Background: an optimization exercise with open tools, aiming at small area. Do not read the settings as production practice.
Function was checked by simulation only, so behaviour that the tests miss may differ from the original.
Power and IR drop assume default switching activity.

<file path="flow/flow/run.sh">
#!/bin/bash
# The standard layout (standard.sh: standard synthesis, floorplan, place,
# CTS, route, finish) with these changes:
#  - at the end of floorplan (flow/post_floorplan.tcl) the combinational
#    logic is resynthesized for area with OpenROAD's restructure, and gates
#    above drive strength 1 are set back to _1; the resizer's usual repair
#    steps then upsize only what slew, capacitance or timing needs;
#  - the port buffers that global placement inserts on every input and
#    output use the smallest buffer cell;
#  - the constant outputs share the one tie cell that synthesis made,
#    instead of a tie cell each.
# Each tool's full output is in the ORFS logs under orfs/logs/, and make's
# output in standard_flow.log.
set -euo pipefail
here=$(pwd)
export POST_FLOORPLAN_TCL="$here/flow/post_floorplan.tcl"
export BUFFER_PORTS_ARGS="-buffer_cell sky130_fd_sc_hd__buf_1"
export SKIP_REPAIR_TIE_FANOUT=1
bash standard.sh finish > standard_flow.log 2>&1
</file>
<file path="flow/flow/post_floorplan.tcl">
# Area recovery at the end of floorplan, before placement.
#
# 1. Resynthesize the combinational logic between the registers for area
#    (OpenROAD's restructure, which runs ABC on the mapped netlist), twice.
#    Registers and ports are kept as they are. restructure can leave output
#    ports that synthesis tied to a constant without a driver, so the
#    constant outputs are recorded first and afterwards all tied again, to
#    one tie cell per constant value.
# 2. Set every combinational gate that is still above drive strength 1 back
#    to its _1 variant; the resizer's usual repair steps later upsize
#    whatever slew, capacitance or timing needs.
set block [ord::get_db_block]
set tie_master_name sky130_fd_sc_hd__conb_1

# constant outputs: port name -> tie pin (LO or HI); a port may reach its
# tie cell through buffers
proc net_driver { net } {
  foreach it [$net getITerms] {
    if { [$it isOutputSignal] } { return $it }
  }
  return "NULL"
}
set const_ports [dict create LO {} HI {}]
foreach bt [$block getBTerms] {
  if { [$bt getIoType] ne "OUTPUT" } { continue }
  set net [$bt getNet]
  for {set hop 0} {$hop < 4 && $net ne "NULL"} {incr hop} {
    set drv [net_driver $net]
    if { $drv eq "NULL" } { break }
    set master [[$drv getInst] getMaster]
    if { [$master getName] eq $tie_master_name } {
      dict lappend const_ports [[$drv getMTerm] getName] [$bt getName]
      break
    }
    if { ![string match "sky130_fd_sc_hd__buf_*" [$master getName]] } { break }
    set net [[[$drv getInst] findITerm A] getNet]
  }
}
puts "constant outputs: $const_ports"

report_design_area
set lib [lindex $::env(LIB_FILES) 0]
set rmp_dir $::env(OBJECTS_DIR)/rmp
file mkdir $rmp_dir
for {set pass 0} {$pass < 2} {incr pass} {
  restructure -target area -liberty_file $lib \
    -tielo_port $tie_master_name/LO -tiehi_port $tie_master_name/HI \
    -work_dir $rmp_dir -abc_logfile $::env(LOG_DIR)/2_1_restructure_$pass.log
  report_design_area
}

# tie the constant outputs again, all of one value to one tie cell
set tie_master [[ord::get_db] findMaster $tie_master_name]
foreach pin {LO HI} {
  set ports [dict get $const_ports $pin]
  if { [llength $ports] == 0 } { continue }
  set inst [odb::dbInst_create $block $tie_master "const_out_tie_$pin"]
  set tnet [odb::dbNet_create $block "const_out_$pin"]
  $tnet setSigType SIGNAL
  [$inst findITerm $pin] connect $tnet
  foreach p $ports {
    set bt [$block findBTerm $p]
    set old [$bt getNet]
    $bt disconnect
    $bt connect $tnet
    if { $old ne "NULL" } {
      # drop a tie cell that now drives nothing, and the empty net
      foreach it [$old getITerms] {
        set i [$it getInst]
        if { [[$i getMaster] getName] eq $tie_master_name && [$it isOutputSignal] \
               && [llength [$old getITerms]] == 1 && [llength [$old getBTerms]] == 0 } {
          odb::dbInst_destroy $i
          break
        }
      }
      if { [llength [$old getITerms]] == 0 && [llength [$old getBTerms]] == 0 } {
        odb::dbNet_destroy $old
      }
    }
  }
}
# any other tie cell left driving nothing
foreach i [$block getInsts] {
  if { [[$i getMaster] getName] ne $tie_master_name } { continue }
  set used 0
  foreach it [$i getITerms] {
    set n [$it getNet]
    if { $n ne "NULL" && [$it isOutputSignal] && ([llength [$n getITerms]] > 1 || [llength [$n getBTerms]] > 0) } {
      set used 1
    }
  }
  if { !$used } { odb::dbInst_destroy $i }
}

set n 0
foreach inst [get_cells *] {
  set master [get_property $inst ref_name]
  if { [regexp {^(sky130_fd_sc_hd__[a-z0-9]+)_([0-9]+)$} $master -> base drive] } {
    if { $drive > 1 && ![string match "*df*" $base] && ![string match "*clk*" $base] && ![string match "*conb*" $base] } {
      set small [get_lib_cells -quiet "*/${base}_1"]
      if { $small ne "" } {
        replace_cell $inst [get_name [lindex $small 0]]
        incr n
      }
    }
  }
}
puts "post-floorplan: $n gates set to drive strength 1"
report_design_area
</file>
<file path="flow/standard.sh">
#!/bin/bash
# synth_recipe.tcl (not shown) runs the flow's synth.tcl, then flattens the netlist and writes it again
# the make line also repeats each setting of config.mk as NAME=value (left out here)
make -C /OpenROAD-flow-scripts/flow DESIGN_CONFIG=/design/flow/config.mk WORK_HOME=/design/flow/orfs CLKGATE_MAP_FILE= SYNTH_SCRIPT=/design/flow/synth_recipe.tcl "${@:-finish}"
</file>
<file path="flow/config.mk">
export PLATFORM = sky130hd
export DESIGN_NAME = synth_ctrl
export DESIGN_NICKNAME = synth_ctrl
export VERILOG_FILES = /design/flow/design.v
export SDC_FILE = /design/flow/constraint.sdc
export NUM_CORES = 4
export LEC_CHECK = 0
export CAP_MARGIN = 20
export CORE_MARGIN = 2
export CORE_UTILIZATION = 60
export CTS_BUF_LIST = sky130_fd_sc_hd__clkbuf_8
export SLEW_MARGIN = 20
</file>
<file path="flow/constraint.sdc">
create_clock -name core_clock -period 10.0 [get_ports {clk}]
set_input_delay 2.0000 -clock core_clock [delete_from_list [all_inputs] [get_ports {clk}]]
set_output_delay 2.0000 -clock core_clock [all_outputs]
set_load 0.01 [all_outputs]
</file>
<file path="flow/design.v">
module synth_ctrl_drv (
    input  wire       wr_ale,
    input  wire       wr_cs,
    input  wire [4:0] addr,
    input  wire [7:0] data,
    output wire [7:0] bus,
    output wire       ale,
    output wire       cs_n
);
    assign bus  = wr_cs ? data : {3'd0, addr[4] & wr_ale, addr[3:0]};
    assign ale  = wr_ale;
    assign cs_n = ~wr_cs;
endmodule
module synth_ctrl_add #(
    parameter N = 4
) (
    input  wire [N-1:0] a,
    input  wire [N-1:0] b,
    input  wire         ci,
    output wire [N-1:0] s,
    output wire         co
);
    wire [N:0] c;
    assign c[0] = ci;
    genvar k;
    generate
        for (k = 0; k < N; k = k + 1) begin : g_bit
            assign s[k]   = a[k] ^ b[k] ^ c[k];
            assign c[k+1] = (a[k] & b[k]) | (c[k] & (a[k] ^ b[k]));
        end
    endgenerate
    assign co = c[N];
endmodule
module synth_ctrl_gtc #(
    parameter N = 10,
    parameter [N-1:0] K = 0
) (
    input  wire [N-1:0] x,
    output wire         gt
);
    wire [N:0] g;            
    assign g[0] = 1'b0;
    genvar k;
    generate
        for (k = 0; k < N; k = k + 1) begin : g_bit
            if (K[k])
                assign g[k+1] = x[k] & g[k];
            else
                assign g[k+1] = x[k] | g[k];
        end
    endgenerate
    assign gt = g[N];
endmodule
module synth_ctrl (
    input  wire        clk,
    input  wire        rst,           
    input  wire        tick,          
    input  wire        us_tick,       
    output wire [3:0]  sel,
    output wire        adc_req,
    input  wire        adc_valid,
    input  wire [9:0]  adc_data,
    output wire [7:0]  bus,
    output wire        ale,
    output wire        cs_n,
    output wire        nv_rd,
    output wire        nv_we,
    output wire        nv_word,
    output wire [7:0]  nv_addr,
    output wire [15:0] nv_wdata,
    input  wire        nv_rvalid,
    input  wire [15:0] nv_rdata,
    output wire [7:0]  led,
    output wire        led_sync,
    output wire        led_valid
);
    localparam [9:0] OFF_MAX     = 10'd613;
    localparam [9:0] OFF_DEFAULT = 10'd306;
    localparam [3:0] WF_TRI   = 4'b0001;
    localparam [3:0] WF_SAW   = 4'b0010;
    localparam [3:0] WF_PULSE = 4'b0100;
    localparam [3:0] WF_NOISE = 4'b1000;
    localparam [1:0] O3_NONE = 2'd0;
    localparam [1:0] O3_SYNC = 2'd1;
    localparam [1:0] O3_RING = 2'd2;
    localparam [2:0] S_LOAD = 3'd0;    
    localparam [2:0] S_IDLE = 3'd1;
    localparam [2:0] S_SET  = 3'd2;    
    localparam [2:0] S_WAIT = 3'd3;    
    localparam [2:0] S_POST = 3'd4;    
    localparam [2:0] S_PRE  = 3'd5;    
    localparam [2:0] S_ALE  = 3'd6;    
    localparam [2:0] S_CS   = 3'd7;    
    reg [2:0]  st;
    reg [3:0]  ch;
    reg [8:0]  cnt;
    reg        pending;
    reg [3:0]  wf;
    reg [1:0]  ft;
    reg [1:0]  md;
    reg        gate_off;
    reg        tm;
    reg [9:0]  off;
    reg [2:0]  sm;
    reg [2:0]  ign;
    reg        cdirty, cresync, fdirty, cvalid, ochg;
    reg        p_lo, p_hi;
    reg [9:0]  r0, r1, r2, r3, r4;
    reg [3:0]  res;
    wire settle_done = &cnt[8:4] & cnt[2];      
    wire hold_done   = cnt[3] & cnt[1];         
    assign sel     = ch;
    assign adc_req = (st == S_SET) && settle_done;
    wire   arrive  = (st == S_WAIT) && adc_valid;
    wire counting = (st == S_SET) ? ~settle_done :
                    (st == S_ALE || st == S_CS) ? ~hold_done : 1'b0;
    wire [8:0] cnt_inc;
    synth_ctrl_add #(9) u_add_c (.a(cnt), .b(9'd0), .ci(us_tick), .s(cnt_inc), .co());
    always @(posedge clk)
        cnt <= counting ? cnt_inc : 9'd0;
    wire sF = sm[0], sW = sm[1], sR = sm[2];
    wire iF = ign[0], iW = ign[1], iR = ign[2];
    wire tog    = sF & ~iF & (sR | iR);                
    wire tm_n   = tm ^ tog;
    wire enter  = tog & ~tm;
    wire save_off = tog & tm;
    wire md_on  = (md != O3_NONE);
    wire mute   = sW & ~iW & sR & ~iR & ~tog;          
    wire filt   = ~tm & sF & ~iF & ~sR & ~iR;          
    wire wstep  = sW & ~iW & ~mute;                    
    wire unmute = wstep & gate_off;
    wire wrot   = wstep & ~gate_off;
    wire gate_n = (gate_off | mute) & ~unmute;
    wire rstep  = ~tm_n & ~gate_n & sR & ~iR & ~tog & ~mute;    
    wire [1:0] md3 = enter ? O3_NONE : md;
    wire wf_none = (wf == 4'd0);
    wire [3:0] wf7 = wf_none ? WF_PULSE : wf;                   
    wire [3:0] wf8 = wrot ? {wf7[2:0], wf7[3]} : wf7;
    wire off_zero = (off == 10'd0);
    wire off_max  = (off == OFF_MAX);
    wire dec = tm_n & sF & ~sR & ~off_zero;
    wire inc = tm_n & sR & (sF ? off_zero : ~off_max);
    wire       pot_on;
    synth_ctrl_gtc #(10, 10'd50) u_gt50 (.x(adc_data), .gt(pot_on));
    wire [3:0] pot_wf = adc_data[9] ? (adc_data[8] ? WF_PULSE : WF_SAW) :
                        adc_data[8] ? WF_TRI : WF_NOISE;
    wire [3:0] wf9 = pot_on ? pot_wf : wf8;
    wire x4_hi, x4_mid, x4_lo;
    synth_ctrl_gtc #(10, 10'd750) u_gt750 (.x(adc_data), .gt(x4_hi));
    synth_ctrl_gtc #(10, 10'd300) u_gt300 (.x(adc_data), .gt(x4_mid));
    synth_ctrl_gtc #(10, 10'd100) u_gt100 (.x(adc_data), .gt(x4_lo));
    wire [1:0] md11 = x4_hi ? O3_RING : x4_mid ? O3_SYNC : x4_lo ? md : O3_NONE;
    wire        use_tab = st[2];
    wire [10:0] fidx;
    wire [12:0] ft5;
    synth_ctrl_add #(10) u_add_i (
        .a  (use_tab ? r4 : {10{dec}}),
        .b  (off),
        .ci (~use_tab & inc),
        .s  (fidx[9:0]),
        .co (fidx[10])
    );
    assign ft5[1:0] = {~fidx[1], fidx[0]};
    synth_ctrl_add #(11) u_add_t (.a(fidx), .b({2'b00, fidx[10:2]}), .ci(fidx[1]), .s(ft5[12:2]), .co());
    wire       ring  = (md == O3_RING);
    wire       sync  = (md == O3_SYNC);
    wire [3:0] wfe   = ring ? WF_TRI : wf;
    wire [2:0] fcode = {ft[1], ~ft[1] & ft[0], ~(ft[1] ^ ft[0])};    
    wire ctrl_sel = (ch == 4'd4);
    wire wreq     = ctrl_sel ? (cresync | cdirty | fdirty) : (p_lo | p_hi);
    reg [4:0] waddr;
    reg [7:0] wdata;
    always @(*) begin
        case (ch)
            4'd3:    begin waddr = 5'h06; wdata = {{4{~gate_off}}, 4'h0}; end
            4'd4:    begin
                if (cresync)     begin waddr = 5'h04; wdata = {wfe, 4'd0}; end
                else if (cdirty) begin waddr = 5'h04; wdata = {wfe, 1'b0, ring, sync, ~gate_off}; end
                else             begin waddr = 5'h18; wdata = {1'b0, fcode, 4'hF}; end
            end
            4'd5:    begin waddr = p_lo ? 5'h00 : 5'h01; wdata = p_lo ? {ft5[4:0], 3'd0} : ft5[12:5]; end
            4'd6:    begin waddr = p_lo ? 5'h07 : 5'h08; wdata = p_lo ? {ft5[4:0], 3'd0} : ft5[12:5]; end
            4'd7:    begin waddr = p_lo ? 5'h0E : 5'h0F; wdata = p_lo ? {ft5[4:0], 3'd0} : ft5[12:5]; end
            4'd8:    begin waddr = p_lo ? 5'h02 : 5'h03; wdata = p_lo ? {r4[5:0], 2'b00} : {4'd0, r4[9:6]}; end
            4'd9:    begin waddr = p_lo ? 5'h15 : 5'h16; wdata = p_lo ? {5'd0, r4[1:0], 1'b0} : r4[9:2]; end
            default: begin waddr = 5'h17; wdata = {res, 4'h7}; end
        endcase
    end
    synth_ctrl_drv u_drv (
        .wr_ale (st == S_ALE),
        .wr_cs  (st == S_CS),
        .addr   (waddr),
        .data   (wdata),
        .bus    (bus),
        .ale    (ale),
        .cs_n   (cs_n)
    );
    wire       gt512 = adc_data[9] & (|adc_data[8:0]);
    wire       x8lo_n;
    synth_ctrl_gtc #(10, 10'd39) u_gt39 (.x(adc_data), .gt(x8lo_n));
    wire [9:0] cval  = {adc_data[9:6], (ch == 4'd8 && !x8lo_n) ? 6'd40 : adc_data[5:0]};
    wire       cneed = ~cvalid | (cval != r0) | (ochg & ~ch[3]);
    wire [3:0] rval  = adc_data[9:6];
    wire       rneed = ~cvalid | (rval != res);
    wire [3:0] ld_nib  = nv_rdata[7:4];
    wire       ld_wfok = (ld_nib == 4'h1) || (ld_nib == 4'h2) || (ld_nib == 4'h4) || (ld_nib == 4'h8);
    wire       ld_ff   = (nv_rdata[7:0] == 8'hFF);
    wire       ld_big;
    synth_ctrl_gtc #(15, 15'd613) u_gt613 (.x(nv_rdata[14:0]), .gt(ld_big));
    wire [9:0] ld_off  = nv_rdata[15] ? 10'd0 : ld_big ? OFF_MAX : nv_rdata[9:0];
    wire post_end = (st == S_POST) && !wreq;
    assign nv_rd    = (st == S_LOAD) && !ch[0];
    assign nv_word  = ch[1] & ~ch[3];
    assign nv_we    = (arrive && ch == 4'd3 && save_off) ||
                      (post_end && ch == 4'd10 && sm != 3'd0);
    assign nv_addr  = {6'd0, nv_word, 1'b0};
    assign nv_wdata = {6'd0, off[9:8], ch[3] ? {wf, ft, md} : off[7:0]};
    assign led       = tm ? 8'hFF : {gate_off ? 4'h0 : wfe, ring, fcode};
    assign led_sync  = tm | sync;
    assign led_valid = post_end && ch == 4'd11;
    always @(posedge clk) begin
        if (rst) begin
            st       <= S_LOAD;
            ch       <= 4'd0;
            pending  <= 1'b0;
            gate_off <= 1'b0;
            tm       <= 1'b0;
            ign      <= 3'd0;
            cdirty   <= 1'b1;
            cresync  <= 1'b0;
            fdirty   <= 1'b1;
            cvalid   <= 1'b0;
            off      <= OFF_DEFAULT;      
        end else begin
            if (tick && st != S_IDLE)
                pending <= 1'b1;
            case (st)
            S_LOAD: begin
                if (!ch[0] || (nv_rvalid && !ch[1] && !ld_ff))
                    ch <= ch + 4'd1;
                if (ch[0] && nv_rvalid) begin
                    if (!ch[1]) begin
                        wf <= ld_wfok ? ld_nib : 4'd0;
                        ft <= ld_ff ? 2'd0 : nv_rdata[3:2];
                        md <= (nv_rdata[1:0] == 2'd3) ? O3_NONE : nv_rdata[1:0];
                    end else begin
                        off <= ld_off;
                    end
                    if (ch[1] || ld_ff)
                        st <= S_IDLE;
                end
            end
            S_IDLE: begin
                ch <= 4'd0;
                if (tick || pending) begin
                    pending <= pending && tick;
                    st      <= S_SET;
                end
            end
            S_SET: begin
                if (settle_done)
                    st <= S_WAIT;
            end
            S_WAIT: begin
                if (adc_valid) begin
                    st   <= S_POST;
                    p_lo <= 1'b0;
                    p_hi <= 1'b0;
                    case (ch)
                    4'd0, 4'd1, 4'd2: sm <= {gt512, sm[2:1]};
                    4'd3: begin
                        ign      <= {iR | tog | mute | rstep, iW | sW, iF | tog | filt};
                        tm       <= tm_n;
                        gate_off <= gate_n;
                        cdirty   <= cdirty | (enter & md_on) | (mute & ~gate_off) | wf_none | wstep | rstep |
                                    (pot_on & ~|(pot_wf & wf8));    
                        cresync  <= cresync | unmute | (rstep & (md3 == O3_RING));
                        fdirty   <= fdirty | filt;
                        wf       <= wf9;
                        md       <= rstep ? ((md3 == O3_RING) ? O3_NONE : md3 + 2'd1) : md3;
                        ft       <= ft + {1'b0, filt};
                        p_lo     <= (mute & ~gate_off) | unmute;
                        ochg     <= inc | dec;
                        off      <= fidx[9:0];
                    end
                    4'd4: if (!tm) begin
                        md      <= md11;
                        cdirty  <= cdirty | (md11 != md);
                        cresync <= cresync | ((md11 == O3_NONE) & md_on);
                    end
                    4'd10: begin
                        p_lo   <= rneed;
                        res    <= rval;
                        cvalid <= 1'b1;
                    end
                    default: begin
                        p_lo <= cneed;
                        p_hi <= cneed;
                        r0 <= r1; r1 <= r2; r2 <= r3; r3 <= r4; r4 <= cval;
                    end
                    endcase
                end
            end
            S_POST: begin
                if (wreq) begin
                    st <= S_PRE;
                end else begin
                    ch <= ch + 4'd1;
                    if (ch == 4'd10) begin
                        if (sm == 3'd0)
                            ign <= 3'd0;
                    end else if (ch == 4'd11) begin
                        st <= S_IDLE;
                    end else begin
                        st <= S_SET;
                    end
                end
            end
            S_PRE: st <= S_ALE;
            S_ALE: begin
                if (hold_done)
                    st <= S_CS;
            end
            default: begin    
                if (hold_done) begin
                    st <= S_POST;
                    if (ctrl_sel) begin
                        if (cresync)     cresync <= 1'b0;
                        else if (cdirty) cdirty  <= 1'b0;
                        else             fdirty  <= 1'b0;
                    end else begin
                        if (p_lo) p_lo <= 1'b0;
                        else      p_hi <= 1'b0;
                    end
                end
            end
            endcase
        end
    end
endmodule
</file>
==> results of run 1 <==
==> cells by family (layout without fill, tap and decap cells) <==
logic type      after synthesis  count (layout)
xor+xnor                     18               3
fa+ha+maj                    36               0
compound gates              185             286
other cells                   1               1
buf+inv                     102             201
mux                          15               0
simple gates                246             220
flops                       104             104
==> synthesized netlist by cell type (all sizes together) (16+ instances only) <==
library cell  count  area (um^2)
clkbuf           18         67.6
nor2             56          213
inv              45          169
nor3             27          146
nand2            64          240
fa               19          380
buf              37          244
edfxtp           68         2040
dfxtp            36          721
ha               17          213
o21ai            48          240
a21oi            30          154
a211oi           16          125
==> sequential cells by signal (all words and copies together) (netlist names), 2 cells and up <==
signal  cells
md          2
ch          4
r4         10
res         4
r1         10
wf          4
r0         10
r3         10
cnt         9
r2         10
sm          3
st          3
off        10
ft          2
ign         3
==> final timing paths <==
kind	start	to	slack [ns]
max	sm[0]	bus[7]	0.56
min	r2[1]	r1[1]	0.43
max reg2reg	sm[0]	off[9]	4.21
min reg2reg	r2[1]	r1[1]	0.43
==> power breakdown <==
part           internal [mW]  switching (mW)  leakage (nW)
registers              0.463          0.0132         0.903
logic                 0.0526           0.121          1.06
clock network          0.147           0.162         0.119
==> through the flow <==
stage	setup slack (ns)	instances	power (mW)
2_1_floorplan	1.32	707	0.628
3_3_place_gp	0.998	938	0.646
4_1_cts	0.0362	954	0.954
5_1_grt	-0.221	955	0.996
6_report	0.564	955	0.958
3_5_place_dp	0.543	938	0.648
==> repair_timing <==
item                                    in CTS  in global routing
buffers inserted                             0                  1
endpoints found under the setup margin       0                  5
gates resized for setup                      0                 14
hold buffers                                 0                  0
==> per-layer routing <==
layer | part of all wire [%] | GRT usage [%] | up-vias
met3 | 12 | 8.88 | 49
met4 | 2.9 | 10.6 | 0
li1 | - | - | 2914
met2 | 44 | 51.6 | 448
met1 | 41 | 47.6 | 2936
met5 | 0 | 0 | -
==> layout make-up <==
cell class | count | area, um^2
flip-flops and latches | 104 | 2760
clock inverters | 7 | 111
well taps | 140 | 175
fillers | 973 | 4120
repair buffers | 79 | 330
inverters | 106 | 398
multi-input cells | 510 | 2870
clock buffers | 9 | 124
==> critical path: cells and delay by family, from the launching register on <==
family | cells | cell delay, ns
xor gates and xnor gates | 1 | 0.12
buffers and inverters | 3 | 0.50
AOI/OAI and AO/OA | 18 | 3.68
DFF | 1 | 0.41
and+or+nand+nor | 17 | 2.33
==> cells in the final DEF, fill, tap and decap left out, types with 4 or more instances in the layout <==
cell type,n
nand2_1,38
a32oi_1,6
a211oi_1,6
o22ai_1,33
nand4_1,9
o32ai_1,6
a221oi_1,8
clkinv_1,105
a22oi_1,7
o31ai_1,7
o22a_1,6
o221ai_1,7
nor3_1,30
a31oi_1,9
buf_4,9
buf_1,70
o21ai_1,7
clkbuf_8,9
edfxtp_1,68
nor4_1,10
o41ai_1,4
o21ai_0,79
nand3_1,12
a21oi_1,55
nor2_1,101
dfxtp_1,36
o21a_1,11
==> flow_summary.yaml, run 1 <==
synthesis:
  ys_ff_latch: 104
  synthSimpleGateAreaFrac_pct: 19.2
  synth_top_family_by_area: "simple AND/OR/NAND/NOR gates"
  synth_fa_ha_area_share_pct: 8.80
  netlist_area_um2: 6740
  syn_nets: 775
  yosysWarnings: 1
  synthMuxAreaShare_pct: 2.39
  avgSynthCellArea_um2: 9.53
  synth_edf_count: 68
  yosysUniqueCellTypes: 81
  synth_flop_cell: "edfxtp_1"
  syn-instance-count: 707
  synth-async-reset-ratio_pct: 0
  synth_compound_area_share_pct: 19.0
  seq_area_frac_synth_pct: 41.0
  synthXorXnorAreaFrac_pct: 2.34
floorplan:
  start_util_pct: 61.9
  die_y_um: 110
  fp.dieArea_um2: 12100
  fp-row-count: 38
  io_pins: 84
  core_um2: 10900
  fp.dieW_um: 110
clock_network:
  htreeDepth: 3
  clk_pin_slew_worst_paths_ns: 0.11
  clk_latency_ns: 0.40
  cts_buffers: 9
  cts_tree: "done"
  cts-root-buf: "clkbuf_8"
  cts_buffer_depth: 2
  cts_sinks: 104
sta:
  slew_viol_final: 0
  finalSetupViolations: 0
  fin_tns_setup_ns: 0
  tightestPinTransition_ns: 1.04
  slew_headroom_pct: 30.1
  timing.hold.ws_ns: 0.431
  finalHoldViolCount: 0
  finClkSkew_ns: 0.00842
  finalCritPeriodShare_pct: 94.4
  period_needed_ns: 9.44
  fmax_mhz: 106
setup_path:
  max_stage_delay_ns: 0.49
  critical_path.most_common_cell: "nor2_1"
  path_class: "flip-flop to output pin"
  cpMaxStageDelayCell: "or4_1"
  endpoint_kind: "output pin"
  rr_worst_depth: 31
  cp.arrival_ns: 7.44
  critPathMaxFanout: 10
  critPathLaunchType: "flip-flop"
  required_ns: 8.00
drt:
  ant_nets: 0
  wl_per_cell_um: 21.2
  firstDrtPassIters: 6
  drtIter0Drc: 1114
  remaining_drc_errors: 0
  vias: 6347
  wl_um: 20300
  drt-vias-per-instance: 6.65
layout:
  layout-drive-gt1-share_pct: 4.05
  fin_area_um2: 6770
  post-route-util_pct: 62.2
  area_growth_pct: 0.408
  nets: 843
  num_antenna_cells: 0
place:
  gp_congestion: 1.02
  place_area_um2: 6500
  hpwl_um: 15300
  place.port_buffers: 70
power_and_ir_drop:
  p_leak_nw: 2.09
  p_per_area_nw_per_um2: 142
  ir_drop_mv: 0.123
min_path:
  hold_depth: 0
  min_path_type: "flip-flop to flip-flop"
global_routing:
  grt_max_degree: 51
  grt_pass1_vias: 5601
  grt-ovfl-total: 0
  grt_pass1_wl_um: 30400
  antenna_found_initial: 0
  gr-usage-all-layers_pct: 34.0
status:
  status: "finished clean"
flow_run:
  max_cap_violations: 0
==> inputs of run 2 (changes only) <==
--- a/flow/flow/run.sh
+++ b/flow/flow/run.sh
@@ -7,8 +7,9 @@
 #    steps then upsize only what slew, capacitance or timing needs;
 #  - the port buffers that global placement inserts on every input and
 #    output use the smallest buffer cell;
-#  - the constant outputs share the one tie cell that synthesis made,
-#    instead of a tie cell each.
+#  - the constant outputs share one tie cell instead of a tie cell each;
+#  - clock tree synthesis adds no dummy load cells (the standard flow's CTS arguments
+#    otherwise: sink clustering, clock net repair, clkbuf_8 buffers).
 # Each tool's full output is in the ORFS logs under orfs/logs/, and make's
 # output in standard_flow.log.
 set -euo pipefail
@@ -16,4 +17,5 @@
 export POST_FLOORPLAN_TCL="$here/flow/post_floorplan.tcl"
 export BUFFER_PORTS_ARGS="-buffer_cell sky130_fd_sc_hd__buf_1"
 export SKIP_REPAIR_TIE_FANOUT=1
+export CTS_ARGS="-sink_clustering_enable -repair_clock_nets -buf_list sky130_fd_sc_hd__clkbuf_8 -dont_use_dummy_load"
 bash standard.sh finish > standard_flow.log 2>&1
==> run 2 against run 1 <==
Against the previous run:
- combinational power is essentially flat
- synthesized cell count is the same
- sequential power about the same
- sequential share of layout area up 0.68 points
- critical path type unchanged
- critical endpoint unchanged
- largest power group unchanged
==> flow_summary.yaml, run 2 <==
place:
  gp_congestion: 1.02
  hpwl_um: 15300
  place_area_um2: 6500
  place.port_buffers: 70
setup_path:
  r2r_setup_slack_ns: 4.33
  required_ns: 8.00
  worst_r2r_startpoint: "sm[0]"
  path_class: "flip-flop to output pin"
  endpoint: "bus[7]"
  cpMaxStageDelayCell: "or4_1"
  startpoint: "sm[0]"
  rr_worst_depth: 31
  endpoint_kind: "output pin"
  rr_endpoint: "off[9]"
  cp.arrival_ns: 7.29
  max_stage_delay_ns: 0.49
  critical_path.most_common_cell: "nor2_1"
  critPathLaunchType: "flip-flop"
  critPathMaxFanout: 10
synthesis:
  seq_area_frac_synth_pct: 41.0
  synth_area_leaders: "edfxtp_1, dfxtp_1, fa_1"
  synth_top_area_share_pct: 30.3
  syn_nets: 775
  synth_edf_count: 68
  ys_ff_latch: 104
  synth.largest_area_cell: "edfxtp_1"
  yosysUniqueCellTypes: 81
  synth_flop_cell: "edfxtp_1"
  synth_most_common_cell: "edfxtp_1"
  yosysWarnings: 1
  avgSynthCellArea_um2: 9.53
  synth_common_cells: "edfxtp_1, nand2_1, nor2_1, inv_1, o21ai_0"
  synth-async-reset-ratio_pct: 0
  netlist_area_um2: 6740
  syn-instance-count: 707
global_routing:
  grt_max_degree: 51
  grt_pass1_wl_um: 30400
  grt_pass1_vias: 5580
  gr-usage-all-layers_pct: 34.0
  antenna_found_initial: 0
  grt-ovfl-total: 0
sta:
  finalHoldViolCount: 0
  finalSetupViolations: 0
  fmax_mhz: 108
  tightestPinTransition_ns: 1.06
  finClkSkew_ns: 0.0292
  slew_viol_final: 0
  finalCritPeriodShare_pct: 92.9
  slew_headroom_pct: 29.0
  period_needed_ns: 9.29
status:
  status: "finished clean"
min_path:
  min_path_type: "flip-flop to flip-flop"
  hold_depth: 0
power_and_ir_drop:
  ir_drop_mv: 0.121
  p_per_area_nw_per_um2: 129
  p_leak_nw: 2.03
  fin_total_pwr_mw: 0.861
clock_network:
  htreeDepth: 3
  cts-root-buf: "clkbuf_8"
  clk_latency_ns: 0.40
  cts_buffers: 9
  cts_hold_buf: 0
  cts_sinks: 104
  cts_tree: "done"
  cts_buffer_depth: 2
  clk_pin_slew_worst_paths_ns: 0.09
layout:
  fin_area_um2: 6660
  multi_input_area_um2: 2870
  area_growth_pct: -1.24
  regArea_um2: 2760
  layout_common_cells: "clkinv_1, nor2_1, o21ai_0"
  fill_cells: 990
  nets: 843
  num_antenna_cells: 0
  layout-drive-gt1-share_pct: 3.22
  final_common_cell: "clkinv_1"
floorplan:
  die_y_um: 110
  io_pins: 84
  start_util_pct: 61.9
  fp.dieArea_um2: 12100
  fp.dieW_um: 110
  core_um2: 10900
  fp-row-count: 38
drt:
  vias: 6380
  drtIter0Drc: 981
  wl_per_cell_um: 21.2
  ant_nets: 0
  drt-vias-per-instance: 6.73
  firstDrtPassIters: 7
  wl_um: 20100
  remaining_drc_errors: 0
flow_run:
  max_cap_violations: 0
-- run 2: cells by family (layout without fill, tap and decap cells) --
family,Yosys count,count (layout),synth area share (%)
AOI/OAI and AO/OA,185,286,19.0
xor gates and xnor gates,18,3,2.34
adders and majority gates,36,0,8.80
DFF,104,104,41.0
and+or+nand+nor,246,220,19.2
other,1,1,0.0556
buffers and inverters,102,194,7.24
muxes,15,0,2.39
-- run 2: layer usage --
metal / GRT usage (%) / part of all wire, % / vias to the layer above
li1: - / - / 2908
met1: 47.7 / 41 / 2972
met2: 51.2 / 44 / 436
met3: 9.05 / 12 / 64
met4: 10.8 / 3.1 / 0
met5: 0 / 0 / -
-- run 2: worst max-delay path, delay by kind of cell (launching register included) --
kind	cells	cell delay, ns
AO/OA/AOI/OAI	18	3.63
AND/OR/NAND/NOR	17	2.27
buffers and inverters	3	0.50
flip-flops	1	0.39
XOR/XNOR	1	0.12
-- run 2: repair_timing --
action                                  in CTS  in global routing
gates resized for setup                      0                 14
setup buffers                                0                  1
endpoints found under the setup margin       0                  5
-- run 2: how the worst min path moves through the flow --
stage	start	to	slack, ns
6_report	r2[8]	r1[8]	0.43
4_1_cts	r1[8]	r0[8]	0.43
5_1_grt	r3[6]	r2[6]	0.43
2_1_floorplan	r1[0]	r0[0]	0.40
3_3_place_gp	r2[3]	r1[3]	0.40
3_5_place_dp	r2[1]	r1[1]	0.41
-- run 2: stage by stage --
stage,setup TNS [ns],setup WS (ns),util (%),std cells,hold WS (ns)
finish,0,0.710,61.1,948,0.430
global route,-0.0320,-0.0320,61.1,948,0.434
CTS,0,0.0697,60.9,947,0.428
detailed placement,0,0.543,59.7,938,0.405
global placement,0,0.998,59.7,938,0.401
floorplan,0,1.32,-,707,0.400
-- run 2: cell type report --
class | instances | area share, %
clock buffer | 9 | 1.86
timing repair buffer | 79 | 4.96
sequential | 104 | 41.5
tap | 140 | 2.63
multi-input combinational | 510 | 43.1
inverter | 106 | 5.98
-- run 2: power breakdown --
| group | switching (mW) | internal [mW] | total, mW |
|---|---|---|---|
| clock | 0.132 | 0.0810 | 0.213 |
| sequential | 0.0134 | 0.463 | 0.476 |
| combinational | 0.119 | 0.0526 | 0.172 |
| total | 0.265 | 0.596 | 0.861 |

-- re-timing with driven ports --
No port has a modelled driver above. Below, the same layouts with a new extraction and two added sets of constraints.
Step 1 sets driving cells, clkbuf_16 on the clock port and buf_2 on the other inputs (assumed; they add their load-dependent delay and slew).
Step 2 also shifts input and output timing later by t, the mid clock arrival at the registers, as if the neighbouring blocks saw the same clock.
Slacks: ideal ports / drivers / drivers and shift; pairs: ideal ports / drivers.
run | shift t [ns] | setup slack, ns | pins driven straight from the clock port
run 1 | 0.428 | 0.564 / 0.528 / 0.956 | 1
run 2 | 0.420 | 0.710 / 0.674 / 1.094 | 1
After both steps every run listed still meets setup and hold.
